What follows belongs to an exercise in optimizing a design on an open flow for small area, a short achievable clock period and few clock cycles; a production flow would make more cautious choices. At most, simulation tests tie the RTL to the original design; equivalence was not proved. For runs 2 to 7, only the layout was checked, not whether the RTL still works. Power is estimated from default activity; no workload was simulated.

===== flow/design.v =====
module montctx32 (
    input  wire        clk,
    input  wire        rst,       
    input  wire        start,     
    input  wire [1:0]  variant,
    input  wire [31:0] n,
    output wire        ready,
    output reg         done,
    output reg  [3:0]  status,
    output reg  [31:0] ninv,
    output reg  [31:0] rmodn,
    output reg  [31:0] r2modn
);
    localparam [3:0] ST_OK        = 4'd0,
                     ST_MOD_EVEN  = 4'd4,
                     ST_MOD_SMALL = 4'd5,
                     ST_MOD_RANGE = 4'd6;
    localparam [1:0] S_IDLE = 2'd0,
                     S_INV  = 2'd1,
                     S_DBL  = 2'd2;
    reg [1:0]  state;
    reg [6:0]  cnt;
    reg [31:0] n_q;
    reg [31:0] x_q;      
    reg [31:0] p_q;      
    reg [31:0] r_q;      
    reg [31:0] maxmod;
    always @(*) begin
        case (variant)
            2'd0: maxmod = 32'hFFFF_FFFF;
            2'd1: maxmod = 32'h7FFF_FFFF;
            2'd2: maxmod = 32'h3FFF_FFFF;
            default: maxmod = 32'h2AAA_AAA9;
        endcase
    end
    reg [3:0] check;
    always @(*) begin
        if (!n[0])
            check = ST_MOD_EVEN;
        else if (n == 32'd1)
            check = ST_MOD_SMALL;
        else if (n > maxmod)
            check = ST_MOD_RANGE;
        else
            check = ST_OK;
    end
    wire [31:0] n_shl  = n_q << cnt[4:0];
    wire        p_bit  = p_q[cnt[4:0]];
    wire [32:0] r_dbl  = {r_q, 1'b0};
    wire [32:0] r_sub  = r_dbl - {1'b0, n_q};
    wire [31:0] r_next = r_sub[32] ? r_dbl[31:0] : r_sub[31:0];
    assign ready = (state == S_IDLE);
    always @(posedge clk) begin
        if (rst) begin
            state <= S_IDLE;
            done  <= 1'b0;
        end else begin
            done <= 1'b0;
            case (state)
                S_IDLE: begin
                    if (start) begin
                        status <= check;
                        n_q    <= n;
                        x_q    <= 32'd1;
                        p_q    <= n;
                        cnt    <= 7'd1;
                        if (check != ST_OK)
                            done <= 1'b1;
                        else
                            state <= S_INV;
                    end
                end
                S_INV: begin
                    if (p_bit) begin
                        x_q <= x_q | (32'd1 << cnt[4:0]);
                        p_q <= p_q + n_shl;
                    end
                    if (cnt == 7'd31) begin
                        cnt   <= 7'd0;
                        r_q   <= 32'd1;
                        state <= S_DBL;
                    end else begin
                        cnt <= cnt + 7'd1;
                    end
                end
                S_DBL: begin
                    r_q <= r_next;
                    cnt <= cnt + 7'd1;
                    if (cnt == 7'd31)
                        rmodn <= r_next;
                    if (cnt == 7'd63) begin
                        ninv   <= x_q;
                        r2modn <= r_next;
                        done   <= 1'b1;
                        state  <= S_IDLE;
                    end
                end
                default: state <= S_IDLE;
            endcase
        end
    end
endmodule

===== flow/run.sh =====
#!/bin/bash
# synth_recipe.tcl (not shown) runs the flow's synth.tcl, then flattens the netlist and writes it again
# the make line also repeats each setting of config.mk as NAME=value (left out here)
make -C /OpenROAD-flow-scripts/flow DESIGN_CONFIG=/design/flow/config.mk WORK_HOME=/design/flow/orfs CLKGATE_MAP_FILE= SYNTH_SCRIPT=/design/flow/synth_recipe.tcl finish

===== flow/config.mk =====
export PLATFORM = sky130hd
export DESIGN_NAME = montctx32
export DESIGN_NICKNAME = montctx32
export VERILOG_FILES = /design/flow/design.v
export SDC_FILE = /design/flow/constraint.sdc
export NUM_CORES = 4
export LEC_CHECK = 0
export CAP_MARGIN = 20
export CORE_MARGIN = 2
export CORE_UTILIZATION = 40
export SLEW_MARGIN = 20

===== flow/constraint.sdc =====
create_clock -name core_clock -period 5.0 [get_ports {clk}]
set_input_delay 1.0000 -clock core_clock [delete_from_list [all_inputs] [get_ports {clk}]]
set_output_delay 1.0000 -clock core_clock [all_outputs]
set_load 0.01 [all_outputs]

==> summary.md, run 1 <==
| Metric | Value |
|---|---|
| Routed wire length | 40.5 mm |
| CTS max path bufs | 3 |
| CTS Buf Count | 26 |
| Unrepaired setup endpoints after global routing | false |
| Flop pwr share | 42.8% |
| Hpwl dp | 30.0 mm |
| Drt first pass iters | 5 |
| Status | timing/DRC/antenna clean |
| Worst Path Buf+Inv | 1 |
| Max Cap Viol | 0 |
| Final instance area | 17500 sq um |
| Cell family with most CP delay | compound AO/OA/AOI/OAI gates |
| Leak | 6.75 nW |
| CTS Hold Bufs | 0 |
| Largest area contributor in the netlist | edfxtp_1 |
| Synth cell count leaders | 234 x edfxtp_1, 122 x nand2_1, 113 x nor2_1, 103 x a21oi_1, 81 x ha_1 |
| Pwr dens | 316 nW/um^2 |
| Top-area cell type share of the netlist area | 48.1% |
| Largest net degree at the start of global routing | 54 |
| Worst Max-Slew Pin Slew | 0.924 ns |
| Initial core utilization | 40.9% |
| FMAX | 222 MHz |
| Grt total ovfl | 0 |
| Synth async-reset ratio | 0% |
| Data arrival, critical path | 4.79 ns |
| GRT Total Usage | 21.0% |
| Critical Path RT | 5.30 ns |
| Iter 0 DRT Violations | 935 |
| Synth Flop Type | edfxtp_1 |
| Die height | 195 um |
| Slew margin rel. | 38.3% |
| Clk_skew | 0.0161 ns |
| Vias/cell | 5.76 |
| Pwr Total | 5.51 mW |
| CTS tree | built |
| Syn. warnings | 1 |
| DIE WIDTH | 195 um |
| Clk pwr share | 36.9% |
| Avg Cell Area, Syn | 10.9 sq um |
| Clock-pin transition on the worst setup and hold timing paths | 0.06 ns |
| Ant diodes | 0 |
| Internal Power | 3.96 mW |
| Clk Latency, worst-skew pair | 0.55 ns |
| Root Driver | clkbuf_16 |
| CP max stage delay | 0.47 ns |
| Sequential cell area | 7090 sq um |
| Crit end category | flop |
| Peak VDD IR | 0.235 mV |
| Vias | 11200 |
| Sequential cell area fraction in the yosys report | 48.5% |
| Slew Limit Fails | 0 |
| Count leader, synth | edfxtp_1 |
| Combinational fraction of design power | 20.3% |
| Crit-path slowest cell | buf_4 |
| Net Sw Power | 1.55 mW |
| Post-synthesis mux area share | 10.1% |
| Crit path max fanout | 41 |
| WHS | 0.458 ns |
| CP Launch Type | flop |
| Post-route minimum period | 4.50 ns |
| Seq cells post-synth | 237 |
| Dpl cell area | 16500 sq um |
| Post-synthesis cell type count | 77 |
| # DRC | 0 |
| Fin cells | 1948 |
| Crit-path cells | buf_4 -> mux4_2 -> mux2i_1 -> o21ai_0 -> and2_1 -> ha_1 -> nand3_1 -> or3_1 -> o221ai_1 -> a211o_1 -> a41o_1 -> nor4_1 -> o31ai_1 -> xnor2_1 -> mux2_2 |
| Vias in the first global route | 10600 |
| Post-synth EDFFs | 234 |
| Port-buffer cells | 137 |
| Adder-cell area share of the yosys netlist | 7.21% |
| Layout cells sized above 1 | 10.8% |
| Post-synthesis compound-gate area fraction | 14.7% |
| Xor/xnor share of the synthesized area | 3.36% |
| Synthesis-to-finish area growth | 19.6% |
| Row count | 69 |
| First-pass GRT wire length | 62.8 mm |
| H-tree Lvls | 1 |
| Simple-gate share of the synthesized area | 12.6% |
| Average routed wire per standard cell | 20.8 um |
| Final setup viols | 0 |
| Crit Path Class | reg2reg |
| Period utilization | 89.9% |
| Sw frac | 28.1% |
| DP Cell Count | 1901 |
| Post-CTS setup buffers | 0 |
| Final Hold Viols | 0 |
| Initial antenna violation count | 0 |
| Post-Synthesis Cells | 1336 |
| GPL Wtd Cong | 0.966 |
| Final ANT Viol Nets | 0 |
| Sink Count | 237 |
| Fin nets | 1589 |
| Total core area | 35700 sq um |
| Multi-input logic area | 7030 sq um |
| Post-CTS sizing | 0 |
| Die area | 38100 sq um |
| Main combinational cell family by area after synthesis | compound AO/OA/AOI/OAI gates |
| Number of placed I/O pins | 139 |
| Synth Cell Area | 14600 sq um |
| Synth area leaders | edfxtp_1 48%, ha_1 6.9%, a21oi_1 3.5% |
| # fillers | 3244 |
| Setup TNS | 0 ns |
| Hold Crit Class | reg2reg |
cells by family (layout without fill, tap and decap cells):
logic type | after synthesis | count (layout)
buffers and inverters | 125 | 276
adders and majority gates | 83 | 83
other | 1 | 1
AOI/OAI and AO/OA | 331 | 331
DFF | 237 | 237
muxes | 109 | 109
xor gates and xnor gates | 56 | 56
and+or+nand+nor | 394 | 394
path summary, 6_finish.rpt:
kind	slack [ns]	from	end	depth (start not counted)
worst max register to register	0.50	cnt[1]$_DFFE_PP_	p_q[31]$_DFFE_PP_	15
worst max-delay path	0.50	cnt[1]$_DFFE_PP_	p_q[31]$_DFFE_PP_	15
worst min-delay path	0.46	x_q[18]$_SDFFCE_PP0P_	ninv[18]$_DFFE_PP_	0
worst min register to register	0.46	x_q[18]$_SDFFCE_PP0P_	ninv[18]$_DFFE_PP_	0
registers in the layout (all words and copies together), names as in the netlist, 3 cells and up:
| register | count |
|---|---|
| ninv | 32 |
| cnt | 7 |
| status | 3 |
| r_q | 32 |
| p_q | 32 |
| r2modn | 32 |
| x_q | 32 |
| n_q | 32 |
| rmodn | 32 |
power by group through the flow:
| stage | logic (mW) | registers, mW | clock network [mW] |
|---|---|---|---|
| global placement | 1.09 | 2.40 | 0 |
| global route | 1.23 | 2.36 | 2.15 |
| CTS | 1.11 | 2.36 | 2.08 |
| detailed placement | 1.10 | 2.40 | 0 |
| finish | 1.12 | 2.36 | 2.03 |
| floorplan | 0.798 | 2.37 | 0 |
per-stage QoR:
step	util (%)	worst slack [ns]
finish	48.9	0.505
global route	48.9	0.250
CTS	48.8	0.142
detailed placement	46.3	0.187
global placement	46.3	0.401
floorplan	-	0.232
cells in the final DEF (no fill, tap or decap), drive strengths merged, types with 5 or more instances in the layout:
cell type      Yosys  routed
a211o              5       5
a211oi            11      11
a21o              30      30
a21oi            103     103
a31oi             21      21
a41oi              5       5
and2              39      39
and3               6       6
buf               27      30
clkbuf            35      28
clkdlybuf4s50      0     137
clkinv             2       8
clkinvlp           0       5
edfxtp           234     234
ha                81      81
inv               61      64
mux2              54      54
mux2i             36      36
mux4              19      19
nand2            122     122
nand2b             8       8
nand3             26      26
nand4             15      15
nor2             113     113
nor2b             13      13
nor3              25      25
nor4               7       7
o211a              9       9
o21a              14      14
o21ai             65      65
o21bai             7       7
o221ai             7       7
o22ai             10      10
o31ai              5       5
or2                5       5
xnor2             35      35
xor2              21      21
layout make-up:
type / count / share of cell area [%]
repair buffers: 167 / 9.36
flip-flops and latches: 237 / 40.6
clock inverters: 18 / 1.25
clock buffers: 28 / 3.89
inverters: 63 / 1.35
multi-input cells: 974 / 40.3
well taps: 461 / 3.30
per-layer routing:
metal | track usage, % | vias up | routed length [um]
met1 | 30.5 | 5408 | 18500
met3 | 2.76 | 70 | 2860
li1 | - | 5283 | -
met4 | 6.08 | 0 | 1150
met5 | 0 | - | 0
met2 | 33.0 | 468 | 18000
Testbench counts, summed over its fixed seeds: cycles 153,600.
==> run 2, diff against run 1 <==
==> flow/design.v (replaced) <==
module montctx32 (
    input  wire        clk,
    input  wire        rst,       
    input  wire        start,     
    input  wire [1:0]  variant,
    input  wire [31:0] n,
    output wire        ready,
    output reg         done,
    output wire [3:0]  status,
    output wire [31:0] ninv,
    output reg  [31:0] rmodn,
    output wire [31:0] r2modn
);
    localparam [1:0] S_IDLE  = 2'd0,
                     S_SETUP = 2'd1,
                     S_RUN   = 2'd2;
    reg [1:0]  state;
    reg        ready_q;
    reg [5:0]  cnt;
    reg [31:0] n_q;
    reg [1:0]  v_q;
    reg [1:0]  st_q;      
    reg        st0_q;
    reg [31:0] r_q;       
    reg [31:0] z_q;       
    assign ready  = ready_q;
    assign status = {1'b0, st_q, st0_q};
    assign ninv   = z_q;
    assign r2modn = r_q;
    wire accept = start & ready_q;
    reg [31:0] maxmod;
    always @(*) begin
        case (v_q)
            2'd0: maxmod = 32'hFFFF_FFFF;
            2'd1: maxmod = 32'h7FFF_FFFF;
            2'd2: maxmod = 32'h3FFF_FFFF;
            default: maxmod = 32'h2AAA_AAA9;
        endcase
    end
    wire is_even  = ~n_q[0];
    wire is_one   = (n_q == 32'd1);
    wire is_range = (n_q > maxmod);
    wire bad      = is_even | is_one | is_range;
    wire [31:0] smear;
    genvar g;
    generate
        for (g = 0; g < 32; g = g + 1) begin : g_smear
            assign smear[g] = |n_q[31:g];
        end
    endgenerate
    wire [31:0] r_init = (~n_q + 32'd1) & smear;    
    reg  [5:0]  len;                                 
    integer k;
    always @(*) begin
        len = 6'd0;
        for (k = 0; k < 32; k = k + 1)
            if (n_q[k]) len = k[5:0] + 6'd1;
    end
    wire [32:0] r_dbl  = {r_q, 1'b0};
    wire [32:0] r_sub  = r_dbl - {1'b0, n_q};
    wire [31:0] r_next = r_sub[32] ? r_dbl[31:0] : r_sub[31:0];
    wire [31:0] z_sub = z_q - (z_q[0] ? n_q : 32'd0);
    wire [31:0] tmask;                   
    generate
        for (g = 0; g < 31; g = g + 1) begin : g_mask
            assign tmask[g] = (cnt[4:0] <= 5'd30 - g);
        end
    endgenerate
    assign tmask[31] = 1'b0;
    wire [31:0] z_shr  = {z_q[0], z_q[31:1]};
    wire [31:0] z_sshr = {z_q[0], z_sub[31:1]};
    wire [31:0] z_next = (tmask & z_sshr) | (~tmask & z_shr);
    always @(posedge clk) begin
        done <= 1'b0;
        case (state)
            S_SETUP: begin
                r_q   <= r_init;
                z_q   <= 32'd1;
                cnt   <= len;
                st_q  <= {bad, ~is_even & ~is_one & is_range};
                st0_q <= ~is_even & is_one;
                if (bad) begin
                    done  <= 1'b1;
                    state <= S_IDLE;
                end else begin
                    state <= S_RUN;
                end
            end
            S_RUN: begin
                r_q <= r_next;
                z_q <= (cnt == 6'd31) ? 32'd1 : z_next;
                cnt <= cnt + 6'd1;
                if (cnt == 6'd32)
                    rmodn <= r_q;
                if (cnt == 6'd63) begin
                    done  <= 1'b1;
                    state <= accept ? S_SETUP : S_IDLE;
                end
            end
            default: begin
                r_q <= r_next;
                z_q <= z_next;
                if (accept)
                    state <= S_SETUP;
            end
        endcase
        if (accept) begin
            n_q <= n;
            v_q <= variant;
        end
        ready_q <= 1'b0;
        if ((state == S_IDLE & ~accept) | (state == S_SETUP & bad) |
            (state == S_RUN & cnt == 6'd63 & ~accept) |
            (state == S_RUN & cnt == 6'd62))
            ready_q <= 1'b1;
        if (rst) begin
            state   <= S_IDLE;
            done    <= 1'b0;
            ready_q <= 1'b1;
        end
    end
endmodule
==> run 2 against run 1 <==
Non-clock buffer count down 25. Synthesized cell count down 9.6%. Sequential share of layout area down 12 points. Via count down 16%. Clock-buffer cell count down 7.
==> summary.md, run 2 <==
| Metric | Value |
|---|---|
| Iter 0 DRT Violations | 663 (-29%) |
| CTS Buf Count | 17 (-35%) |
| Die height | 165 um (-15%) |
| Clk_skew | 0.0111 ns (-0.00504 ns) |
| Drt first pass iters | 7 (+2) |
| Hold path depth | 0 (unchanged) |
| Worst Hold End | rmodn[10]$_DFFE_PP_ |
| GPL Wtd Cong | 0.885 (-8.4%) |
| Port-buffer cells | 137 (unchanged) |
| Count leader, synth | nand2_1 |
| Crit-path cells | inv_1 -> ha_1 -> nand4_1 -> a311oi_1 -> nor3_1 -> o21ai_0 -> o211ai_1 -> and3b_4 -> nor2_4 -> mux2i_1 -> mux2i_1 |
| Leak | 4.84 nW (-28%) |
| Average routed wire per standard cell | 18.9 um (-9.0%) |
| H-tree Lvls | 4 (+3) |
| Initial core utilization | 40.9% (+0.070 points) |
| Critical Path RT | 5.31 ns (about the same) |
| Post-CTS sizing | 0 (unchanged) |
| Layout cells sized above 1 | 5.74% (-5.0 points) |
| Post-synthesis cell type count | 88 (+14%) |
| Synth async-reset ratio | 0% (unchanged) |
| Seq cells post-synth | 143 (-40%) |
| Fin nets | 1439 (-9.4%) |
| Worst hold path startpoint | r_q[10]$_DFF_P_ |
| Data arrival, critical path | 4.11 ns (-0.68 ns) |
| Pwr Total | 7.81 mW (+42%) |
| Final Hold Viols | 0 (unchanged) |
| Pwr dens | 623 nW/um^2 (+98%) |
| Cell family with most CP delay | simple AND/OR/NAND/NOR gates |
| CTS tree | built |
| Top-area cell type share of the netlist area | 21.7% (-26 points) |
| Reg2reg start | n_q[23]$_DFFE_PP_ |
| # DRC | 0 (unchanged) |
| RR Endpoint | r_q[21]$_DFF_P_ |
| FMAX | 263 MHz (+18%) |
| Total core area | 25300 sq um (-29%) |
| Worst Path Buf+Inv | 1 (unchanged) |
| Largest area contributor in the netlist | edfxtp_1 |
| Hpwl dp | 23.5 mm (-22%) |
| Hold Crit Class | reg2reg |
| CTS max path bufs | 2 (-1) |
| Number of placed I/O pins | 139 (unchanged) |
| Met2 Track Usage GR | 36.2% (+3.1 points) |
| Final ANT Viol Nets | 0 (unchanged) |
| Syn. warnings | 1 (unchanged) |
| Status | timing/DRC/antenna clean |
| GR Util met3 | 3.79% (+1.0 points) |
| WHS | 0.493 ns (+0.0351 ns) |
| Largest net degree at the start of global routing | 50 (-7.4%) |
| Worst Reg-to-Reg Cells | 11 (-4) |
| CP Launch Type | flop |
| Clk Latency, worst-skew pair | 0.43 ns (-0.12 ns) |
| Peak VDD IR | 0.231 mV (-1.7%) |
| Routed wire length | 31.3 mm (-23%) |
| Post-Synthesis Cells | 1208 (-9.6%) |
| Sequential cell area fraction in the yosys report | 34.9% (-14 points) |
| Clock-pin transition on the worst setup and hold timing paths | 0.06 ns (about the same) |
| Reg2Reg Setup Slack | 1.19 ns (+0.69 ns) |
| Crit-path slowest cell | nor2_4 |
| Vias/cell | 5.70 (-1.2%) |
| First-pass GRT wire length | 47.7 mm (-24%) |
| Post-route minimum period | 3.81 ns (-0.690 ns) |
| Crit end category | flop |
| Period utilization | 76.1% (-14 points) |
| Post-CTS setup buffers | 0 (unchanged) |
| Synth Flop Type | edfxtp_1 |
| Grt met1 use | 32.5% (+2.0 points) |
| Max Cap Viol | 0 (unchanged) |
| Most common cell after layout, fill and taps aside | clkdlybuf4s50_1 |
| CP max stage delay | 0.68 ns (+0.21 ns) |
| Synth cell count leaders | 126 x nand2_1, 101 x nor2_1, 92 x a21oi_1, 88 x ha_1, 79 x o21ai_0 |
| Die area | 27200 sq um (-28%) |
| DIE WIDTH | 165 um (-15%) |
| Synth Cell Area | 10400 sq um (-29%) |
| Sink Count | 143 (-40%) |
| Most Crowded Layer GR | met2 |
| Final setup viols | 0 (unchanged) |
| Avg Cell Area, Syn | 8.58 sq um (-21%) |
| Crit path max fanout | 27 (-34%) |
| Grt total ovfl | 0 (unchanged) |
| Unrepaired setup endpoints after global routing | false |
| Post-synth EDFFs | 75 (-68%) |
| Root Driver | clkbuf_16 |
| Slew Limit Fails | 0 (unchanged) |
| Slew margin rel. | 33.1% (-5.2 points) |
| Synth area leaders | edfxtp_1 22%, dfxtp_1 13%, ha_1 11% |
| Setup TNS | 0 ns (unchanged) |
| Synthesis-to-finish area growth | 20.8% |
| Ant diodes | 0 (unchanged) |
| Final setup margin | 1.19 ns (+0.690 ns) |
| Place WS | 1.20 ns (+1.02 ns) |
| Most frequent cells in the layout | 137 x clkdlybuf4s50_1, 126 x nand2_1, 100 x nor2_1 |
| CTS Hold Bufs | 0 (unchanged) |
| Row count | 58 (-16%) |
| GRT Total Usage | 22.8% (+1.8 points) |
| Crit Path Class | reg2reg |
| Vias | 9429 (-16%) |
| # fillers | 2414 (-26%) |
| Vias in the first global route | 8659 (-18%) |
| CP most frequent cell | mux2i_1 |
| Worst Max-Slew Pin Slew | 1.00 ns (+0.0774 ns) |
| Initial antenna violation count | 0 (unchanged) |
## run 2: cell types whose count changed after synthesis, sizes merged, moves of 11 or more
cell    before  now
and2        39    8
edfxtp     234   75
mux2i       36   24
nand3       26   48
mux2        54    2
mux4        19    0
dfxtp        3   68
nor3        25   44
a21o        30   16
nor2       113  102
o21ai       65   84
## run 2: report_power, final
part | internal [mW] | total (mW) | switching (mW)
clock network | 0.809 | 1.33 | 0.525
logic | 2.08 | 4.49 | 2.41
registers | 1.59 | 1.98 | 0.385
## run 2: metrics by stage
step | instances | area (sq um) | util (%)
final | 1655 | 12500 | 49.4
after global routing | 1655 | 12500 | 49.4
after CTS | 1655 | 12500 | 49.4
after detailed placement | 1623 | 11900 | 47.1
after global placement | 1623 | 11900 | 47.1
after floorplan | 1209 | 10400 | -
## run 2: cell type report
cell class	count	area, sq um	area share, %
inverters	61	229	1.83
clock buffers	21	460	3.68
flip-flops and latches	143	3610	28.9
multi-input cells	947	6260	50.0
well taps	330	413	3.30
clock inverters	11	140	1.12
repair buffers	142	1410	11.3
## run 2: worst register-to-register path, delay by kind of cell, from the launching register on
| kind | cells | cell delay [ns] |
|---|---|---|
| and+or+nand+nor | 4 | 1.21 |
| muxes | 2 | 0.42 |
| AOI/OAI and AO/OA | 3 | 0.72 |
| DFF | 1 | 0.65 |
| buffers and inverters | 1 | 0.25 |
| adders and majority gates | 1 | 0.45 |
## run 2: worst max path at each step
| stage | startpoint | end | depth (start not counted) |
|---|---|---|---|
| 2_1_floorplan | z_q[0]$_DFF_P_ | z_q[24]$_DFF_P_ | 14 |
| 3_3_place_gp | n_q[23]$_DFFE_PP_ | r_q[21]$_DFF_P_ | 11 |
| 3_5_place_dp | n_q[23]$_DFFE_PP_ | r_q[21]$_DFF_P_ | 11 |
| 4_1_cts | n_q[23]$_DFFE_PP_ | r_q[21]$_DFF_P_ | 11 |
| 5_1_grt | z_q[0]$_DFF_P_ | z_q[23]$_DFF_P_ | 11 |
| 6_report | n_q[23]$_DFFE_PP_ | r_q[21]$_DFF_P_ | 11 |
## run 2: cell families (layout without fill, tap and decap cells)
logic type | after synthesis | count (layout) | share of synthesized area [%]
adders and majority gates | 90 | 90 | 11.0
AOI/OAI and AO/OA | 346 | 346 | 21.6
muxes | 26 | 26 | 2.53
DFF | 143 | 143 | 34.9
other | 1 | 2 | 0.0362
xor gates and xnor gates | 55 | 55 | 4.65
and+or+nand+nor | 428 | 428 | 20.4
buffers and inverters | 119 | 235 | 4.92
## run 2: per-layer routing
layer  vias to the layer above  share of wire, %
li1                       4678                 -
met1                      4454                48
met2                       276                46
met3                        21               5.2
met4                         0               1.1
met5                         -                 0
==> run 3, diff against run 2 <==
--- a/flow/config.mk
+++ b/flow/config.mk
@@ -5,7 +5,9 @@
 export SDC_FILE = /design/flow/constraint.sdc
 export NUM_CORES = 4
 export LEC_CHECK = 0
+export ABC_CLOCK_PERIOD_IN_PS = 2500
 export CAP_MARGIN = 20
 export CORE_MARGIN = 2
 export CORE_UTILIZATION = 40
+export SETUP_SLACK_MARGIN = 2.2
 export SLEW_MARGIN = 20
==> run 3 against run 2 <==
Largest power group unchanged. Sequential power is essentially flat. Still clean on timing, DRC and antenna. Maximum frequency is 27% higher. Global-route usage is 2.2 points higher. Utilization rose by 7.2 points. Critical endpoint is now r_q[30]$_DFF_P_. Design area rose by 15%. Largest cell class unchanged. Hold slack got worse by 0.0025 ns. Power up 18%.
==> summary.md, run 3 <==
| Metric | Value |
|---|---|
| Final Util | 56.7% (+7.2 points) |
| Vias in the first global route | 9630 (+11%) |
| Dpl cell area | 12000 sq um (+0.59%) |
| First-pass GRT wire length | 52.3 mm (+9.6%) |
| Drt first pass iters | 5 (-2) |
| Die area | 27200 sq um (unchanged) |
| Count leader, synth | nand2_1 |
| Peak VDD IR | 0.280 mV (+21%) |
| Fin nets | 1560 (+8.4%) |
| Synth cell count leaders | 126 x nand2_1, 101 x nor2_1, 92 x a21oi_1, 88 x ha_1, 79 x o21ai_0 |
| Crit end category | flop |
| Initial antenna violation count | 0 (unchanged) |
| Crit path max fanout | 7 (-74%) |
| Crit-path slowest cell | edfxtp_1 |
| Average routed wire per standard cell | 19.8 um (+4.5%) |
| Slew Limit Fails | 0 (unchanged) |
| Hpwl dp | 23.9 mm (+1.6%) |
| Final instance area | 14400 sq um (+15%) |
| DIE WIDTH | 165 um (unchanged) |
| CP max stage delay | 0.46 ns (-0.22 ns) |
| CP Launch Type | flop |
| Clk_skew | 0.0105 ns (-0.000591 ns) |
| CTS Buf Count | 17 (unchanged) |
| Clk Latency, worst-skew pair | 0.43 ns (about the same) |
| Routed wire length | 35.1 mm (+12%) |
| Post-synthesis cell type count | 88 (unchanged) |
| Initial core utilization | 40.9% (unchanged) |
| Data arrival, critical path | 3.32 ns (-0.79 ns) |
| Root Driver | clkbuf_16 |
| CTS tree | built |
| Total core area | 25300 sq um (unchanged) |
| Unrepaired setup endpoints after global routing | true |
| Critical Path RT | 5.32 ns (about the same) |
| Grt total ovfl | 0 (unchanged) |
| CTS Hold Bufs | 0 (unchanged) |
| Final setup viols | 0 (unchanged) |
| Iter 0 DRT Violations | 860 (+30%) |
| Post-Synthesis Cells | 1208 (unchanged) |
| Port-buffer cells | 137 (unchanged) |
| Leak | 5.56 nW (+15%) |
| WHS | 0.491 ns (-0.00253 ns) |
| Post-synth EDFFs | 75 (unchanged) |
| Vias | 10400 (+10%) |
| # DRC | 0 (unchanged) |
| Pwr dens | 643 nW/um^2 (+3.1%) |
| Sink Count | 143 (unchanged) |
| Period utilization | 60.0% (-16 points) |
| Avg Cell Area, Syn | 8.58 sq um (unchanged) |
| Clock-pin transition on the worst setup and hold timing paths | 0.06 ns (about the same) |
| Worst Path Buf+Inv | 3 (+2) |
| Die height | 165 um (unchanged) |
| CTS max path bufs | 2 (unchanged) |
| Synthesis-to-finish area growth | 38.4% |
| Setup TNS | 0 ns (unchanged) |
| Crit Path Class | reg2reg |
| Largest area contributor in the netlist | edfxtp_1 |
| Ant diodes | 0 (unchanged) |
| Sequential cell area fraction in the yosys report | 34.9% (unchanged) |
| Cell family with most CP delay | compound AO/OA/AOI/OAI gates |
| Row count | 58 (unchanged) |
| Worst Max-Slew Pin Slew | 0.975 ns (-0.0264 ns) |
| FMAX | 333 MHz (+27%) |
| GPL Wtd Cong | 0.952 (+7.6%) |
| Most common cell after layout, fill and taps aside | clkdlybuf4s50_1 |
| Layout cells sized above 1 | 21.6% (+16 points) |
| Seq cells post-synth | 143 (unchanged) |
| Synth Flop Type | edfxtp_1 |
| Final setup margin | 2.00 ns (+0.806 ns) |
| Synth Cell Area | 10400 sq um (unchanged) |
| Synth async-reset ratio | 0% (unchanged) |
| H-tree Lvls | 4 (unchanged) |
| Final Hold Viols | 0 (unchanged) |
| Hold Crit Class | reg2reg |
| Number of placed I/O pins | 139 (unchanged) |
| Max Cap Viol | 0 (unchanged) |
| Post-route minimum period | 3.00 ns (-0.806 ns) |
| Top-area cell type share of the netlist area | 21.7% (unchanged) |
| GRT Total Usage | 25.0% (+2.2 points) |
| Slew margin rel. | 34.9% (+1.8 points) |
| Vias/cell | 5.84 (+2.6%) |
| Final ANT Viol Nets | 0 (unchanged) |
| Syn. warnings | 1 (unchanged) |
| Place WS | 1.43 ns (+0.222 ns) |
| Crit-path cells | inv_4 -> ha_4 -> nor2b_4 -> o31a_1 -> o31ai_4 -> a21oi_4 -> o211ai_1 -> buf_4 -> and3b_4 -> or2_4 -> buf_12 -> a311oi_2 -> a311o_1 |
| Status | timing/DRC/antenna clean |
| Most frequent cells in the layout | 137 x clkdlybuf4s50_1, 116 x nand2_1, 104 x buf_4 |
| Largest net degree at the start of global routing | 50 (unchanged) |
| Synth area leaders | edfxtp_1 22%, dfxtp_1 13%, ha_1 11% |
==> run 3: cell counts after synthesis <==
No cell type changed its count.
==> run 3: repair_timing <==
item | in CTS | in global routing
pin swaps | 54 | 45
setup endpoints to repair | 57 | 54
cloned | 2 | 0
setup buffers | 85 | 36
resized for setup | 102 | 77
==> run 3: final cells by class <==
| class | count | area (sq um) |
|---|---|---|
| Sequential cell | 143 | 3620 |
| Clock inverter | 12 | 143 |
| Fill cell | 2265 | 11000 |
| Clock buffer | 20 | 447 |
| Multi-Input combinational cell | 949 | 7090 |
| Timing Repair Buffer | 261 | 2410 |
| Inverter | 61 | 235 |
| Tap cell | 330 | 413 |
==> run 3: report_power, final <==
| part | switching [mW] | internal, mW | leakage, nW | total [mW] |
|---|---|---|---|---|
| Sequential | 0.405 | 1.60 | 1.27 | 2.00 |
| Combinational | 2.96 | 2.95 | 4.01 | 5.92 |
| Clock | 0.516 | 0.792 | 0.287 | 1.31 |
==> run 3: cells by family (layout without fill, tap and decap cells) <==
kind of cell             after synthesis  in the layout  synth area share (%)
AND/OR/NAND/NOR                      428            430                  20.4
AO/OA/AOI/OAI                        346            346                  21.6
flip-flops                           143            143                  34.9
buffers and inverters                119            354                  4.92
adder cells (fa/ha/maj)               90             90                  11.0
XOR/XNOR                              55             55                  4.65
multiplexers                          26             26                  2.53
other                                  1              2                0.0362
==> run 3: worst min-delay path, delay by kind of cell, from the launching register on <==
kind	cells	cell delay, ns
simple gates	1	0.06
flops	1	0.33
compound gates	1	0.05
==> run 3: per-stage QoR <==
step	std cells	power, mW
final	1776	9.23
after global routing	1776	9.86
after CTS	1740	8.72
after detailed placement	1621	6.54
after global placement	1621	6.52
after floorplan	1209	5.28
==> run 3: final timing paths <==
path,from,slack [ns],to,depth (start not counted)
setup / recovery,n_q[2]$_DFFE_PP_,2.00,r_q[30]$_DFF_P_,13
setup reg to reg,n_q[2]$_DFFE_PP_,2.00,r_q[30]$_DFF_P_,13
hold / removal,z_q[27]$_DFF_P_,0.49,z_q[26]$_DFF_P_,2
hold reg to reg,z_q[27]$_DFF_P_,0.49,z_q[26]$_DFF_P_,2
==> run 3: metal layers <==
| metal | track usage [%] | up-vias | wire (um) |
|---|---|---|---|
| met5 | 0 | - | 0 |
| met4 | 10.3 | 0 | 1250 |
| met3 | 3.94 | 80 | 2380 |
| met2 | 38.7 | 420 | 15700 |
| met1 | 34.8 | 4947 | 15700 |
| li1 | - | 4931 | - |
==> run 4, diff against run 3 <==
--- a/flow/config.mk
+++ b/flow/config.mk
@@ -5,9 +5,8 @@
 export SDC_FILE = /design/flow/constraint.sdc
 export NUM_CORES = 4
 export LEC_CHECK = 0
-export ABC_CLOCK_PERIOD_IN_PS = 2500
 export CAP_MARGIN = 20
 export CORE_MARGIN = 2
 export CORE_UTILIZATION = 40
-export SETUP_SLACK_MARGIN = 2.2
+export SETUP_SLACK_MARGIN = 2.6
 export SLEW_MARGIN = 20
==> run 4 against run 3 <==
Sequential share of layout area decreased by 1.0 points. Still clean. Clock-buffer cell count grew 5. Worst setup slack worse by 0.019 ns. Hold slack got worse by 0.0098 ns. Critical endpoint is now r_q[21]$_DFF_P_. Highest routed layer unchanged. Wire length up 7.3%. Combinational power grew 13%.
==> summary.md, run 4 <==
| Metric | Value |
|---|---|
| Crit path max fanout | 7 (unchanged) |
| Most frequent cells in the layout | 116 x buf_4, 111 x clkdlybuf4s50_1, 102 x nand2_1 |
| Clk_skew | 0.0125 ns (+0.00207 ns) |
| Critical Path End | r_q[21]$_DFF_P_ |
| Synth area leaders | edfxtp_1 22%, dfxtp_1 13%, ha_1 11% |
| Total core area | 25300 sq um (unchanged) |
| WHS | 0.481 ns (-0.00979 ns) |
| Period utilization | 60.4% (+0.39 points) |
| Critical Path RT | 5.30 ns (-0.02 ns) |
| Post-synthesis cell type count | 88 (unchanged) |
| Final setup viols | 0 (unchanged) |
| Crit-path slowest cell | edfxtp_1 |
| Vias/cell | 5.89 (+0.74%) |
| Slew margin rel. | 54.0% (+19 points) |
| # DRC | 0 (unchanged) |
| Data arrival, critical path | 3.32 ns (about the same) |
| Final Hold Viols | 0 (unchanged) |
| Die height | 165 um (unchanged) |
| Seq cells post-synth | 143 (unchanged) |
| Synth Cell Area | 10400 sq um (unchanged) |
| Most common cell after layout, fill and taps aside | buf_4 |
| Post-route minimum period | 3.02 ns (+0.0193 ns) |
| Final ANT Viol Nets | 0 (unchanged) |
| CP max stage delay | 0.43 ns (-0.03 ns) |
| Largest net degree at the start of global routing | 49 (-2.0%) |
| CP Launch Type | flop |
| Clk Latency, worst-skew pair | 0.44 ns (about the same) |
| Largest area contributor in the netlist | edfxtp_1 |
| Hold Crit Class | reg2reg |
| Post-Synthesis Cells | 1208 (unchanged) |
| Routed wire length | 37.7 mm (+7.3%) |
| Crit-path cells | inv_1 -> ha_1 -> a211oi_2 -> nand2_1 -> nor3_4 -> a21oi_4 -> o211ai_1 -> buf_4 -> a21boi_4 -> buf_6 -> nor2_4 -> buf_6 -> buf_12 -> mux2i_1 -> mux2i_1 |
| Vias in the first global route | 9645 (+0.16%) |
| Die area | 27200 sq um (unchanged) |
| Unrepaired setup endpoints after global routing | true |
| GPL Wtd Cong | 0.905 (-4.9%) |
| Grt total ovfl | 0 (unchanged) |
| Worst hold path startpoint | r_q[15]$_DFF_P_ |
| Pwr Total | 10.0 mW (+8.5%) |
| Dpl cell area | 12300 sq um (+2.3%) |
| CTS tree | built |
| Root Driver | clkbuf_16 |
| Ant diodes | 0 (unchanged) |
| RR Endpoint | r_q[21]$_DFF_P_ |
| Drt first pass iters | 7 (+2) |
| Synthesis-to-finish area growth | 45.7% |
| Initial core utilization | 40.9% (unchanged) |
| Reg2reg start | n_q[11]$_DFFE_PP_ |
| Sink Count | 143 (unchanged) |
| GRT Total Usage | 26.3% (+1.2 points) |
| Peak VDD IR | 0.362 mV (+29%) |
| Hpwl dp | 24.2 mm (+1.5%) |
| CTS max path bufs | 2 (unchanged) |
| Leak | 5.96 nW (+7.1%) |
| Initial antenna violation count | 0 (unchanged) |
| Pwr dens | 663 nW/um^2 (+3.1%) |
| Synth Flop Type | edfxtp_1 |
| Status | timing/DRC/antenna clean |
| Reg2Reg Setup Slack | 1.98 ns (-0.02 ns) |
| Avg Cell Area, Syn | 8.58 sq um (unchanged) |
| Count leader, synth | nand2_1 |
| Row count | 58 (unchanged) |
| Syn. warnings | 1 (unchanged) |
| Average routed wire per standard cell | 20.8 um (+5.4%) |
| Iter 0 DRT Violations | 940 (+9.3%) |
| Vias | 10600 (+2.5%) |
| Crit path from | n_q[11]$_DFFE_PP_ |
| Number of placed I/O pins | 139 (unchanged) |
| Clock-pin transition on the worst setup and hold timing paths | 0.06 ns (about the same) |
| Crit end category | flop |
| Max Cap Viol | 0 (unchanged) |
| H-tree Lvls | 4 (unchanged) |
| Top-area cell type share of the netlist area | 21.7% (unchanged) |
| Synth async-reset ratio | 0% (unchanged) |
| DIE WIDTH | 165 um (unchanged) |
| Sequential cell area fraction in the yosys report | 34.9% (unchanged) |
| Fin nets | 1591 (+2.0%) |
| Worst Reg-to-Reg Cells | 15 (+2) |
| Slew Limit Fails | 0 (unchanged) |
| Setup TNS | 0 ns (unchanged) |
| Layout cells sized above 1 | 28.8% (+7.1 points) |
| Synth cell count leaders | 126 x nand2_1, 101 x nor2_1, 92 x a21oi_1, 88 x ha_1, 79 x o21ai_0 |
| # fillers | 2180 (-3.8%) |
| Worst Max-Slew Pin Slew | 0.683 ns (-0.291 ns) |
| Final instance area | 15100 sq um (+5.3%) |
| Crit Path Class | reg2reg |
| Post-synth EDFFs | 75 (unchanged) |
| FMAX | 331 MHz (-0.64%) |
| DP Cell Count | 1623 (+0.12%) |
| First-pass GRT wire length | 54.7 mm (+4.5%) |
| Port-buffer cells | 137 (unchanged) |
| CTS Buf Count | 17 (unchanged) |
| Fin cells | 1807 (+1.7%) |
==> run 4: worst max-delay path: cells and delay by family (launching register included) <==
family | cells | cell delay (ns)
muxes | 2 | 0.34
DFF | 1 | 0.43
adders and majority gates | 1 | 0.28
and+or+nand+nor | 3 | 0.48
buffers and inverters | 5 | 0.65
AOI/OAI and AO/OA | 4 | 0.69
==> run 4: area by class of cell <==
class	count	area (sq um)	area share, %
Inverter	61	235	1.56
Sequential cell	143	3650	24.2
Timing Repair Buffer	291	2740	18.1
Clock buffer	25	518	3.43
Tap cell	330	413	2.73
Multi-Input combinational cell	950	7480	49.5
Clock inverter	7	72.6	0.480
==> run 4: how the worst min path moves through the flow <==
stage	slack, ns	depth (start not counted)	end
after floorplan	0.50	2	z_q[26]$_DFF_P_
after global placement	0.50	0	rmodn[29]$_DFFE_PP_
after detailed placement	0.50	0	rmodn[28]$_DFFE_PP_
after CTS	0.48	0	rmodn[16]$_DFFE_PP_
after global routing	0.49	0	rmodn[15]$_DFFE_PP_
final	0.48	0	rmodn[15]$_DFFE_PP_
==> run 4: per-stage QoR <==
step           setup slack, ns  util, %
2_1_floorplan             2.19        -
3_3_place_gp              1.38     48.4
3_5_place_dp              1.44     48.4
4_1_cts                   2.05     55.8
5_1_grt                   1.88     59.6
6_report                  1.98     59.6
==> run 4: metal layers <==
metal	part of all wire (%)	vias to the layer above	GRT usage, %
met4	2.9	0	9.72
met2	46	464	40.5
met5	0	-	0
met3	6.8	81	4.45
met1	44	5095	36.9
li1	-	4997	-
==> run 4: kinds of logic (layout without fill, tap and decap cells) <==
family,Yosys count,after routing,share of synthesized area (%)
AOI/OAI and AO/OA,346,346,21.6
xor gates and xnor gates,55,55,4.65
adders and majority gates,90,90,11.0
buffers and inverters,119,384,4.92
DFF,143,143,34.9
muxes,26,26,2.53
other,1,2,0.0362
and+or+nand+nor,428,431,20.4
==> run 4: timing repair <==
action | in CTS | in global routing
pin swaps | 79 | 84
gates resized for setup | 157 | 121
cloned | 4 | 0
setup buffers | 97 | 51
setup endpoints to repair | 157 | 107
hold buffers | 0 | 0
==> run 4: power by group <==
part	total [mW]	internal (mW)	switching, mW	leakage [nW]
sequential	2.03	1.62	0.407	1.27
clock	1.30	0.773	0.529	0.292
combinational	6.68	3.34	3.34	4.39
==> run 5, diff against run 4 <==
--- a/flow/design.v
+++ b/flow/design.v
@@ -16,11 +16,12 @@
                      S_RUN   = 2'd2;
     reg [1:0]  state;
     reg        ready_q;
-    reg [5:0]  cnt;
+    reg [4:0]  cnt;
     reg [31:0] n_q;
+    reg [33:0] n3_q;      
     reg [1:0]  v_q;
     reg [1:0]  st_q;      
-    reg        st0_q;
+    reg        st0_q;     
     reg [31:0] r_q;       
     reg [31:0] z_q;       
     assign ready  = ready_q;
@@ -48,35 +49,47 @@
             assign smear[g] = |n_q[31:g];
         end
     endgenerate
-    wire [31:0] r_init = (~n_q + 32'd1) & smear;    
-    reg  [5:0]  len;                                 
+    wire [31:0] msb = smear & ~{1'b0, smear[31:1]};   
+    wire l_even = |(msb & 32'hAAAA_AAAA);
+    wire [31:0] r_init = l_even ? ((~n_q + 32'd1) & smear) : msb;
+    reg  [4:0]  half;                                
     integer k;
     always @(*) begin
-        len = 6'd0;
-        for (k = 0; k < 32; k = k + 1)
-            if (n_q[k]) len = k[5:0] + 6'd1;
+        half = 5'd0;
+        for (k = 1; k < 32; k = k + 2)
+            if (n_q[k]) half = (k + 1) >> 1;
+            else if (n_q[k-1]) half = (k - 1) >> 1;
     end
-    wire [32:0] r_dbl  = {r_q, 1'b0};
-    wire [32:0] r_sub  = r_dbl - {1'b0, n_q};
-    wire [31:0] r_next = r_sub[32] ? r_dbl[31:0] : r_sub[31:0];
-    wire [31:0] z_sub = z_q - (z_q[0] ? n_q : 32'd0);
+    wire [33:0] r4  = {r_q, 2'b00};
+    wire [34:0] c1  = {1'b0, r4} - {3'b0, n_q};
+    wire [34:0] c2  = {1'b0, r4} - {2'b0, n_q, 1'b0};
+    wire [34:0] c3  = {1'b0, r4} - {1'b0, n3_q};
+    wire [31:0] r_next = !c3[34] ? c3[31:0] :
+                         !c2[34] ? c2[31:0] :
+                         !c1[34] ? c1[31:0] : r4[31:0];
+    wire        d0 = z_q[0];
+    wire        d1 = z_q[1] ^ (z_q[0] & n_q[1]);
+    wire [31:0] dn = d1 ? (d0 ? n3_q[31:0] : {n_q[30:0], 1'b0})
+                        : (d0 ? n_q : 32'd0);
+    wire [31:0] z_sub = z_q - dn;
     wire [31:0] tmask;                   
     generate
-        for (g = 0; g < 31; g = g + 1) begin : g_mask
-            assign tmask[g] = (cnt[4:0] <= 5'd30 - g);
+        for (g = 0; g < 30; g = g + 1) begin : g_mask
+            assign tmask[g] = ({cnt[3:0], 1'b0} <= 5'd29 - g);
         end
     endgenerate
-    assign tmask[31] = 1'b0;
-    wire [31:0] z_shr  = {z_q[0], z_q[31:1]};
-    wire [31:0] z_sshr = {z_q[0], z_sub[31:1]};
-    wire [31:0] z_next = (tmask & z_sshr) | (~tmask & z_shr);
+    assign tmask[31:30] = 2'b00;
+    wire [31:0] z_shr  = {d1, d0, z_q[31:2]};
+    wire [31:0] z_sshr = {d1, d0, z_sub[31:2]};
+    wire [31:0] z_next = (tmask & z_sshr) | (~tmask & z_shr);   
     always @(posedge clk) begin
         done <= 1'b0;
+        n3_q <= {2'b0, n_q} + {1'b0, n_q, 1'b0};
         case (state)
             S_SETUP: begin
                 r_q   <= r_init;
                 z_q   <= 32'd1;
-                cnt   <= len;
+                cnt   <= half;
                 st_q  <= {bad, ~is_even & ~is_one & is_range};
                 st0_q <= ~is_even & is_one;
                 if (bad) begin
@@ -88,11 +101,11 @@
             end
             S_RUN: begin
                 r_q <= r_next;
-                z_q <= (cnt == 6'd31) ? 32'd1 : z_next;
-                cnt <= cnt + 6'd1;
-                if (cnt == 6'd32)
+                z_q <= (cnt == 5'd15) ? 32'd1 : z_next;
+                cnt <= cnt + 5'd1;
+                if (cnt == 5'd16)
                     rmodn <= r_q;
-                if (cnt == 6'd63) begin
+                if (cnt == 5'd31) begin
                     done  <= 1'b1;
                     state <= accept ? S_SETUP : S_IDLE;
                 end
@@ -110,8 +123,8 @@
         end
         ready_q <= 1'b0;
         if ((state == S_IDLE & ~accept) | (state == S_SETUP & bad) |
-            (state == S_RUN & cnt == 6'd63 & ~accept) |
-            (state == S_RUN & cnt == 6'd62))
+            (state == S_RUN & cnt == 5'd31 & ~accept) |
+            (state == S_RUN & cnt == 5'd30))
             ready_q <= 1'b1;
         if (rst) begin
             state   <= S_IDLE;
--- a/flow/config.mk
+++ b/flow/config.mk
@@ -8,5 +8,4 @@
 export CAP_MARGIN = 20
 export CORE_MARGIN = 2
 export CORE_UTILIZATION = 40
-export SETUP_SLACK_MARGIN = 2.6
 export SLEW_MARGIN = 20
==> run 5 against run 4 <==
Still clean on timing, DRC and antenna. Sequential share of layout area is 2.0 points lower. Die area is 58% higher. Design area is 27% higher. Non-clock buffer count is 120 lower. Worst setup slack worse by 1.4 ns. Power is 32% higher. Wire length is 44% higher. Via count is 47% higher. Clock power is 14% higher.
==> summary.md, run 5 <==
| Metric | Value |
|---|---|
| Final setup viols | 0 (unchanged) |
| Synth async-reset ratio | 0% (unchanged) |
| Fin cells | 2661 (+47%) |
| Vias/cell | 5.90 (+0.15%) |
| Fin nets | 2372 (+49%) |
| Largest area contributor in the netlist | ha_1 |
| Sequential cell area fraction in the yosys report | 25.7% (-9.1 points) |
| Initial core utilization | 40.6% (-0.34 points) |
| RR Endpoint | z_q[29]$_DFF_P_ |
| Hpwl dp | 43.9 mm (+81%) |
| Crit Path Class | reg2reg |
| CTS tree | built |
| Worst hold path startpoint | state[1]$_SDFFE_PP0P_ |
| CP most frequent cell | o31ai_4 |
| Biggest register | n3_q |
| Final Hold Viols | 0 (unchanged) |
| Max reg flops | 34 |
| Synth cell count leaders | 217 x ha_1, 174 x a21oi_1, 170 x nand2_1, 142 x o21ai_0, 129 x nor2_1 |
| Cell family with most CP delay | compound AO/OA/AOI/OAI gates |
| Peak VDD IR | 0.306 mV (-15%) |
| Worst Reg-to-Reg Cells | 15 (unchanged) |
| Routed wire length | 54.4 mm (+44%) |
| Reg2reg start | n_q[1]$_DFFE_PP_ |
| Setup TNS | 0 ns (unchanged) |
| DP Cell Count | 2629 (+62%) |
| CP Launch Type | flop |
| FMAX | 225 MHz (-32%) |
| Post-CTS sizing | 0 (-100%) |
| Grt total ovfl | 0 (unchanged) |
| Clk Latency, worst-skew pair | 0.47 ns (+0.03 ns) |
| Iter 0 DRT Violations | 1104 (+17%) |
| Post-synth EDFFs | 74 (-1.3%) |
| Period utilization | 88.8% (+28 points) |
| Hold Crit Class | reg2reg |
| Synth area leaders | ha_1 16%, edfxtp_1 13%, dfxtp_1 12% |
| Post-route minimum period | 4.44 ns (+1.42 ns) |
| # DRC | 0 (unchanged) |
| Leak | 7.96 nW (+34%) |
| Seq cells post-synth | 176 (+23%) |
| Layout cells sized above 1 | 5.03% (-24 points) |
| CTS Hold Bufs | 0 (unchanged) |
| Synth Flop Type | dfxtp_1 |
| Crit path max fanout | 39 (+32) |
| Worst Hold End | state[1]$_SDFFE_PP0P_ |
| Most common cell after layout, fill and taps aside | ha_1 |
| GRT Total Usage | 24.8% (-1.5 points) |
| Final ANT Viol Nets | 0 (unchanged) |
| Clk_skew | 0.0108 ns (-0.00176 ns) |
| Largest net degree at the start of global routing | 40 (-18%) |
| Die area | 43100 sq um (+58%) |
| First-pass GRT wire length | 83.9 mm (+54%) |
| Initial antenna violation count | 0 (unchanged) |
| Die height | 208 um (+26%) |
| Data arrival, critical path | 4.83 ns (+1.51 ns) |
| Vias in the first global route | 15000 (+55%) |
| Vias | 15700 (+47%) |
| Drt first pass iters | 5 (-2) |
| Hold path depth | 2 (+2) |
| Synth Cell Area | 16600 sq um (+60%) |
| Count leader, synth | ha_1 |
| Total core area | 40800 sq um (+61%) |
| Unrepaired setup endpoints after global routing | false |
| Avg Cell Area, Syn | 8.29 sq um (-3.4%) |
| Syn. warnings | 1 (unchanged) |
| Status | timing/DRC/antenna clean |
| Port-buffer cells | 137 (unchanged) |
| CP max stage delay | 0.70 ns (+0.27 ns) |
| Reg2Reg Setup Slack | 0.56 ns (-1.42 ns) |
| Worst Max-Slew Pin Slew | 0.921 ns (+0.237 ns) |
| Top-area cell type share of the netlist area | 16.4% (-5.3 points) |
| DIE WIDTH | 208 um (+26%) |
| # fillers | 4026 (+85%) |
| Crit end category | flop |
| Synthesis-to-finish area growth | 15.8% |
| CTS Buf Count | 17 (unchanged) |
| Crit-path cells | xor2_4 -> nand2_1 -> o21ai_0 -> a22oi_1 -> ha_1 -> and3_1 -> o211a_1 -> o31ai_1 -> o31ai_4 -> a21oi_2 -> o31ai_4 -> nand3_2 -> and4_1 -> or4_1 -> a21oi_1 |
| Row count | 74 (+28%) |
| Worst Path Buf+Inv | 0 (-5) |
| Ant diodes | 0 (unchanged) |
| Root Driver | clkbuf_16 |
| Crit-path slowest cell | edfxtp_1 |
| Post-CTS setup buffers | 0 (-100%) |
| CTS max path bufs | 2 (unchanged) |
| H-tree Lvls | 4 (unchanged) |
| Average routed wire per standard cell | 20.4 um (-2.0%) |
| Max Cap Viol | 0 (unchanged) |
| Clock-pin transition on the worst setup and hold timing paths | 0.07 ns (about the same) |
| Pwr dens | 687 nW/um^2 (+3.6%) |
| Post-Synthesis Cells | 1999 (+65%) |
| Post-synthesis cell type count | 90 (+2.3%) |
| Critical Path RT | 5.39 ns (+0.09 ns) |
| Most frequent cells in the layout | 217 x ha_1, 174 x a21oi_1, 170 x nand2_1 |
| Slew Limit Fails | 0 (unchanged) |
| Sink Count | 176 (+23%) |
| GPL Wtd Cong | 0.949 (+4.9%) |
| Number of placed I/O pins | 139 (unchanged) |
| Slew margin rel. | 38.6% (-15 points) |
-- run 5: cell types whose count changed in the layout (fill, tap and decap cells not counted), sizes merged, moves of 30 or more --
cell,delta
inv,+56
xnor2,+82
a21o,+48
a22oi,+30
buf,-119
ha,+129
nand2,+44
dfxtp,+34
a21oi,+82
o21ai,+66
-- run 5: where the power goes --
group | total, mW | internal (mW) | switching, mW | leakage, nW
registers | 2.54 | 1.95 | 0.591 | 1.55
logic | 9.16 | 3.94 | 5.22 | 6.11
clock network | 1.48 | 0.842 | 0.642 | 0.300
total | 13.2 | 6.73 | 6.45 | 7.96
-- run 5: cell families (layout without fill, tap and decap cells) --
logic type	after synthesis	count (layout)	synth area share (%)
mux	20	20	1.24
xor+xnor	161	161	8.51
simple gates	562	562	16.4
flops	176	176	25.7
other cells	1	1	0.0226
buf+inv	188	318	4.68
fa+ha+maj	219	219	16.6
compound gates	672	672	26.8
-- run 5: final cells by class --
| class | instances | area, sq um | area share, % |
|---|---|---|---|
| timing repair buffer | 171 | 1630 | 8.47 |
| clock buffer | 20 | 437 | 2.27 |
| clock inverter | 12 | 184 | 0.958 |
| tap | 532 | 666 | 3.47 |
| inverter | 115 | 432 | 2.25 |
| sequential | 176 | 4260 | 22.2 |
| multi-input combinational | 1635 | 11600 | 60.4 |
-- run 5: worst reg2reg max path, cell delays in order (launching register included) --
cell and delay (ns):
edfxtp_1 0.70, xor2_4 0.70, nand2_1 0.10, o21ai_0 0.10, a22oi_1 0.11, ha_1 0.38, and3_1 0.18, o211a_1 0.16
o31ai_1 0.12, o31ai_4 0.38, a21oi_2 0.19, o31ai_4 0.29, nand3_2 0.12, and4_1 0.22, or4_1 0.47, a21oi_1 0.15
-- run 5: metal layers --
metal | global-route usage, % | wire (um)
met5 | 0 | 0
met3 | 3.13 | 3080
met1 | 34.5 | 25800
met4 | 9.90 | 1910
met2 | 38.9 | 23600
-- run 5: worst max path at each step --
| stage | start | to | cells after the start |
|---|---|---|---|
| after floorplan | z_q[1]$_DFF_P_ | z_q[29]$_DFF_P_ | 18 |
| after global placement | n_q[1]$_DFFE_PP_ | z_q[27]$_DFF_P_ | 16 |
| after detailed placement | n_q[1]$_DFFE_PP_ | z_q[27]$_DFF_P_ | 14 |
| after CTS | n_q[1]$_DFFE_PP_ | z_q[27]$_DFF_P_ | 14 |
| after global routing | n_q[1]$_DFFE_PP_ | z_q[29]$_DFF_P_ | 15 |
| final | n_q[1]$_DFFE_PP_ | z_q[29]$_DFF_P_ | 15 |
-- run 5: stage by stage --
step                      area, sq um  hold slack (ns)  setup WS [ns]  utilization (%)  total power, mW
after floorplan                 16600            0.433          0.930                -             8.98
after global placement          18600            0.481          0.659             45.5             11.5
after detailed placement        18600            0.485          0.566             45.5             11.6
after CTS                       19200            0.494          0.519             47.0             13.1
after global routing            19200            0.515          0.125             47.0             14.3
final                           19200            0.497          0.560             47.0             13.2
==> run 6, diff against run 5 <==
--- a/flow/config.mk
+++ b/flow/config.mk
@@ -8,4 +8,5 @@
 export CAP_MARGIN = 20
 export CORE_MARGIN = 2
 export CORE_UTILIZATION = 40
+export SETUP_SLACK_MARGIN = 2.0
 export SLEW_MARGIN = 20
==> run 6 against run 5 <==
Synthesized cell count did not move. Clock skew rose by 0.0061 ns. Critical path depth rose by 1. Critical path type unchanged. Die area did not move. Via count rose by 9.0%. Largest cell class unchanged.
==> summary.md, run 6 <==
| Metric | Value |
|---|---|
| Post-route minimum period | 3.73 ns (-0.710 ns) |
| Ant diodes | 0 (unchanged) |
| Synth area leaders | ha_1 16%, edfxtp_1 13%, dfxtp_1 12% |
| Count leader, synth | ha_1 |
| Hpwl dp | 46.0 mm (+4.9%) |
| Sequential cell area fraction in the yosys report | 25.7% (unchanged) |
| Row count | 74 (unchanged) |
| Hold Crit Class | reg2reg |
| First-pass GRT wire length | 97.6 mm (+16%) |
| Syn. warnings | 1 (unchanged) |
| DP Cell Count | 2627 (-0.076%) |
| Top-area cell type share of the netlist area | 16.4% (unchanged) |
| Initial antenna violation count | 0 (unchanged) |
| DIE WIDTH | 208 um (unchanged) |
| Max Cap Viol | 0 (unchanged) |
| Period utilization | 74.6% (-14 points) |
| Final Hold Viols | 0 (unchanged) |
| Synth async-reset ratio | 0% (unchanged) |
| # DRC | 0 (unchanged) |
| Number of placed I/O pins | 139 (unchanged) |
| Place WS | 0.600 ns (+0.0338 ns) |
| CTS Hold Bufs | 0 (unchanged) |
| Reg2reg start | n_q[1]$_DFFE_PP_ |
| Die area | 43100 sq um (unchanged) |
| Hold path depth | 2 (unchanged) |
| GRT Total Usage | 29.1% (+4.4 points) |
| Setup TNS | 0 ns (unchanged) |
| Reg2Reg Setup Slack | 1.27 ns (+0.71 ns) |
| Worst Max-Slew Pin Slew | 1.44 ns (+0.524 ns) |
| Clock-pin transition on the worst setup and hold timing paths | 0.08 ns (about the same) |
| Data arrival, critical path | 4.15 ns (-0.68 ns) |
| Crit Path Class | reg2reg |
| Synth cell count leaders | 217 x ha_1, 174 x a21oi_1, 170 x nand2_1, 142 x o21ai_0, 129 x nor2_1 |
| Largest net degree at the start of global routing | 39 (-2.5%) |
| Iter 0 DRT Violations | 1194 (+8.2%) |
| Post-synthesis cell type count | 90 (unchanged) |
| Status | timing/DRC/antenna clean |
| Final ANT Viol Nets | 0 (unchanged) |
| Final setup viols | 0 (unchanged) |
| CTS max path bufs | 2 (unchanged) |
| Slew Limit Fails | 0 (unchanged) |
| Post-Synthesis Cells | 1999 (unchanged) |
| Multi-input logic area | 13400 sq um (+16%) |
| Vias | 17100 (+9.0%) |
| Initial core utilization | 40.6% (unchanged) |
| Port-buffer cells | 137 (unchanged) |
| Synth Flop Type | dfxtp_1 |
| RR Endpoint | z_q[29]$_DFF_P_ |
| # fillers | 3696 (-8.2%) |
| Synthesis-to-finish area growth | 39.4% |
| Biggest register | n3_q |
| Drt first pass iters | 7 (+2) |
| Max reg flops | 34 (unchanged) |
| Crit path max fanout | 6 (-85%) |
| Clk_skew | 0.0169 ns (+0.00611 ns) |
| Worst Reg-to-Reg Cells | 16 (+1) |
| H-tree Lvls | 4 (unchanged) |
| FMAX | 268 MHz (+19%) |
| Critical Path RT | 5.42 ns (+0.03 ns) |
| Fin nets | 2590 (+9.2%) |
| Leak | 9.46 nW (+19%) |
| CTS tree | built |
| Synth Cell Area | 16600 sq um (unchanged) |
| Unrepaired setup endpoints after global routing | true |
| Avg Cell Area, Syn | 8.29 sq um (unchanged) |
| Fin cells | 2879 (+8.2%) |
| Vias in the first global route | 16900 (+13%) |
| Most common cell after layout, fill and taps aside | ha_1 |
| Grt total ovfl | 0 (unchanged) |
| Routed wire length | 65.1 mm (+20%) |
| Largest area contributor in the netlist | ha_1 |
| Most frequent cells in the layout | 184 x ha_1, 174 x buf_4, 158 x nand2_1 |
| Clk Latency, worst-skew pair | 0.49 ns (+0.02 ns) |
| Sequential cell area | 4280 sq um (+0.35%) |
| Slew margin rel. | 3.50% (-35 points) |
| Pwr dens | 738 nW/um^2 (+7.5%) |
| Crit end category | flop |
| CTS Buf Count | 17 (unchanged) |
| Layout cells sized above 1 | 24.8% (+20 points) |
| Peak VDD IR | 0.357 mV (+17%) |
| Vias/cell | 5.94 (+0.74%) |
| Worst Hold End | z_q[6]$_DFF_P_ |
| Die height | 208 um (unchanged) |
| Average routed wire per standard cell | 22.6 um (+11%) |
| Worst hold path startpoint | z_q[8]$_DFF_P_ |
| Total core area | 40800 sq um (unchanged) |
| Sink Count | 176 (unchanged) |
| GPL Wtd Cong | 0.940 (-1.0%) |
| Final setup margin | 1.27 ns (+0.710 ns) |
| Root Driver | clkbuf_16 |
| Post-synth EDFFs | 74 (unchanged) |
| CP Launch Type | flop |
| Seq cells post-synth | 176 (unchanged) |
run 6: final cells by class:
type | count | area share (%)
Tap cell | 532 | 2.88
Timing Repair Buffer | 378 | 15.7
Sequential cell | 176 | 18.5
Multi-Input combinational cell | 1646 | 58.2
Inverter | 115 | 2.04
Clock inverter | 15 | 0.899
Clock buffer | 17 | 1.84
run 6: cells by family (layout without fill, tap and decap cells):
group	after synthesis	count (layout)	share of synthesized area, %
adder cells (fa/ha/maj)	219	219	16.6
XOR/XNOR	161	164	8.51
flip-flops	176	176	25.7
AO/OA/AOI/OAI	672	680	26.8
other	1	1	0.0226
AND/OR/NAND/NOR	562	562	16.4
buffers and inverters	188	525	4.68
multiplexers	20	20	1.24
run 6: routing by layer:
layer	vias up	GRT usage (%)	part of all wire (%)	routed length (um)
li1	8097	-	-	-
met1	8230	38.0	44	28600
met2	630	48.4	46	30200
met3	142	3.89	5.7	3690
met4	0	12.4	4.1	2660
met5	-	0	0	0
run 6: what timing repair did:
item / 4_1_cts / 5_1_grt
cloned: 14 / 2
setup buffers: 165 / 39
resized for setup: 303 / 154
setup endpoints to repair: 84 / 75
pin swaps: 111 / 136
run 6: worst max-delay path by stage:
stage,depth (start not counted),start,end
floorplan,18,n_q[1]$_DFFE_PP_,z_q[29]$_DFF_P_
global placement,14,z_q[1]$_DFF_P_,z_q[29]$_DFF_P_
detailed placement,15,z_q[1]$_DFF_P_,z_q[29]$_DFF_P_
CTS,16,n_q[1]$_DFFE_PP_,z_q[29]$_DFF_P_
global route,18,n_q[1]$_DFFE_PP_,z_q[29]$_DFF_P_
finish,16,n_q[1]$_DFFE_PP_,z_q[29]$_DFF_P_
run 6: critical path, stage by stage, from the launching register on:
cell	delay, ns
edfxtp_1	0.46
buf_12	0.19
xor2_4	0.21
buf_12	0.15
o21ai_4	0.13
a22oi_2	0.08
ha_1	0.34
and3_4	0.18
o211a_1	0.21
o31ai_4	0.10
o31ai_4	0.30
a21oi_4	0.13
o31ai_4	0.23
nand3_2	0.11
and4_1	0.19
or4_1	0.48
a21oi_1	0.15
run 6: report_power, final:
group | internal [mW] | leakage [nW] | switching, mW | total, mW
clock network | 0.811 | 0.311 | 0.703 | 1.51
logic | 6.03 | 7.60 | 6.91 | 12.9
registers | 1.96 | 1.55 | 0.634 | 2.59
run 6: per-stage QoR:
stage          utilization (%)  power, mW  instance area [sq um]  hold slack (ns)
2_1_floorplan                -       9.07                  16700            0.433
3_3_place_gp              45.6       11.7                  18600            0.476
4_1_cts                   54.0       15.5                  22100            0.512
3_5_place_dp              45.6       11.7                  18600            0.492
6_report                  56.6       17.1                  23100            0.501
5_1_grt                   56.6       18.1                  23100            0.522
==> run 7, diff against run 6 <==
--- a/flow/config.mk
+++ b/flow/config.mk
@@ -5,8 +5,9 @@
 export SDC_FILE = /design/flow/constraint.sdc
 export NUM_CORES = 4
 export LEC_CHECK = 0
+export ABC_CLOCK_PERIOD_IN_PS = 3000
 export CAP_MARGIN = 20
 export CORE_MARGIN = 2
 export CORE_UTILIZATION = 40
-export SETUP_SLACK_MARGIN = 2.0
+export SETUP_SLACK_MARGIN = 1.8
 export SLEW_MARGIN = 20
==> run 7 against run 6 <==
Critical endpoint unchanged. First-iteration DRC count rose by 11%. Wire length fell by 5.7%. Power rose by 0.98%. Highest routed layer unchanged. Non-clock buffer count fell by 7. Worst setup slack improved by 0.072 ns. Critical path type unchanged. Clock power barely moved. Sequential power barely moved. Die area did not move. Synthesized area did not move. Clock skew fell by 0.0044 ns.
==> summary.md, run 7 <==
| Metric | Value |
|---|---|
| Status | timing/DRC/antenna clean |
| CP Launch Type | flop |
| Synth area leaders | ha_1 16%, edfxtp_1 13%, dfxtp_1 12% |
| Crit-path slowest cell | or4_4 |
| Data arrival, critical path | 4.07 ns (-0.08 ns) |
| Net Sw Power | 8.15 mW (-1.2%) |
| Synth Cell Area | 16600 sq um (unchanged) |
| Synth async-reset ratio | 0% (unchanged) |
| Die height | 208 um (unchanged) |
| Pwr Total | 17.2 mW (+0.98%) |
| Critical Path RT | 5.41 ns (about the same) |
| Sequential cell area fraction in the yosys report | 25.7% (unchanged) |
| CTS Buf Count | 17 (unchanged) |
| Post-Synthesis Cells | 1999 (unchanged) |
| Sw frac | 47.3% (-1.0 points) |
| CP max stage delay | 0.48 ns (about the same) |
| Routed wl met3 | 3.39 mm (-8.3%) |
| Top Layer Used | met4 |
| Synth cell count leaders | 217 x ha_1, 174 x a21oi_1, 170 x nand2_1, 142 x o21ai_0, 129 x nor2_1 |
| Vias | 16800 (-1.7%) |
| Crit-path cells | buf_6 -> buf_6 -> xor2_4 -> buf_6 -> o21ai_4 -> a22oi_2 -> ha_4 -> o21ai_1 -> nor2_1 -> o31ai_4 -> o31ai_4 -> a21oi_4 -> o31ai_4 -> nand3_2 -> and4_1 -> or4_4 -> a21oi_2 |
| Port-buffer cells | 137 (unchanged) |
| Met2 WL | 28.3 mm (-6.2%) |
| Crit path max fanout | 4 (-2) |
| Synthesis-to-finish area growth | 39.3% (about the same) |
| Crit end category | flop |
| Worst Max-Slew Pin Slew | 0.953 ns (-0.491 ns) |
| Count leader, synth | ha_1 |
| # DRC | 0 (unchanged) |
| Reg2Reg Setup Slack | 1.34 ns (+0.07 ns) |
| Fin nets | 2575 (-0.58%) |
| Largest net degree at the start of global routing | 39 (unchanged) |
| Vias in the first global route | 16200 (-4.2%) |
| Initial antenna violation count | 0 (unchanged) |
| Leak | 9.43 nW (-0.32%) |
| Clock-pin transition on the worst setup and hold timing paths | 0.08 ns (about the same) |
| Max Cap Viol | 0 (unchanged) |
| Flop pwr share | 14.9% (-0.3 points) |
| DIE WIDTH | 208 um (unchanged) |
| Biggest register | n3_q |
| Number of placed I/O pins | 139 (unchanged) |
| Iter 0 DRT Violations | 1321 (+11%) |
| Internal Power | 9.07 mW (+3.0%) |
| CTS tree | built |
| Place WS | 0.667 ns (+0.0668 ns) |
| Die area | 43100 sq um (unchanged) |
| Row count | 74 (unchanged) |
| Largest area contributor in the netlist | ha_1 |
| Average routed wire per standard cell | 21.5 um (-5.2%) |
-- run 7: cell counts after synthesis --
Identical to the previous run, type by type.
-- run 7: worst paths after layout --
check                                 startpoint               to  cells after the start
worst max-delay path            n_q[1]$_DFFE_PP_  z_q[29]$_DFF_P_                     17
worst min-delay path             z_q[25]$_DFF_P_  z_q[23]$_DFF_P_                      2
worst max register to register  n_q[1]$_DFFE_PP_  z_q[29]$_DFF_P_                     17
worst min register to register   z_q[25]$_DFF_P_  z_q[23]$_DFF_P_                      2
-- run 7: cells by family (layout without fill, tap and decap cells) --
logic type               Yosys count  in the layout  synth area share, %
multiplexers                      20             20                 1.24
flip-flops                       176            176                 25.7
adder cells (fa/ha/maj)          219            219                 16.6
buffers and inverters            188            518                 4.68
XOR/XNOR                         161            162                 8.51
AO/OA/AOI/OAI                    672            674                 26.8
AND/OR/NAND/NOR                  562            562                 16.4
other                              1              1               0.0226
-- run 7: per-stage QoR --
stage | std cells | cell area, sq um
final | 2864 | 23100
after global routing | 2864 | 23100
after CTS | 2800 | 21400
after detailed placement | 2631 | 18600
after global placement | 2631 | 18600
after floorplan | 1999 | 16700
-- run 7: worst reg2reg max path, cell delays in order (launching register included) --
cell and delay (ns):
edfxtp_1 0.43, buf_6 0.16, buf_6 0.12, xor2_4 0.16
buf_6 0.15, o21ai_4 0.13, a22oi_2 0.10, ha_4 0.32
o21ai_1 0.08, nor2_1 0.25, o31ai_4 0.10, o31ai_4 0.30
a21oi_4 0.12, o31ai_4 0.24, nand3_2 0.11, and4_1 0.18
or4_4 0.48, a21oi_2 0.14
-- run 7: metal layers --
| layer | track usage [%] | vias up |
|---|---|---|
| met5 | 0 | - |
| met4 | 9.61 | 0 |
| met3 | 2.68 | 97 |
| met2 | 44.3 | 592 |
| met1 | 37.7 | 8068 |
| li1 | - | 8046 |
-- run 7: repair_timing --
| action | in CTS | in global routing |
|---|---|---|
| resized for setup | 262 | 242 |
| setup endpoints to repair | 78 | 69 |
| pin swaps | 99 | 170 |
| gates cloned | 6 | 3 |
| setup buffers | 131 | 61 |
-- run 7: final cells by class --
cell class                      instances  area (sq um)  area share (%)
Clock buffer                           18           429            1.86
Timing Repair Buffer                  371          3640            15.8
Clock inverter                         14           206           0.894
Inverter                              115           458            1.98
Multi-Input combinational cell       1638         13400            58.1
Sequential cell                       176          4270            18.5
Tap cell                              532           666            2.88
-- run 7: power groups by stage --
| stage | Combinational [mW] | Sequential [mW] | Clock, mW |
|---|---|---|---|
| after floorplan | 6.66 | 2.40 | 0 |
| after global placement | 9.07 | 2.54 | 0 |
| after detailed placement | 9.09 | 2.53 | 0 |
| after CTS | 11.2 | 2.52 | 1.54 |
| after global routing | 14.1 | 2.61 | 1.58 |
| final | 13.1 | 2.56 | 1.51 |
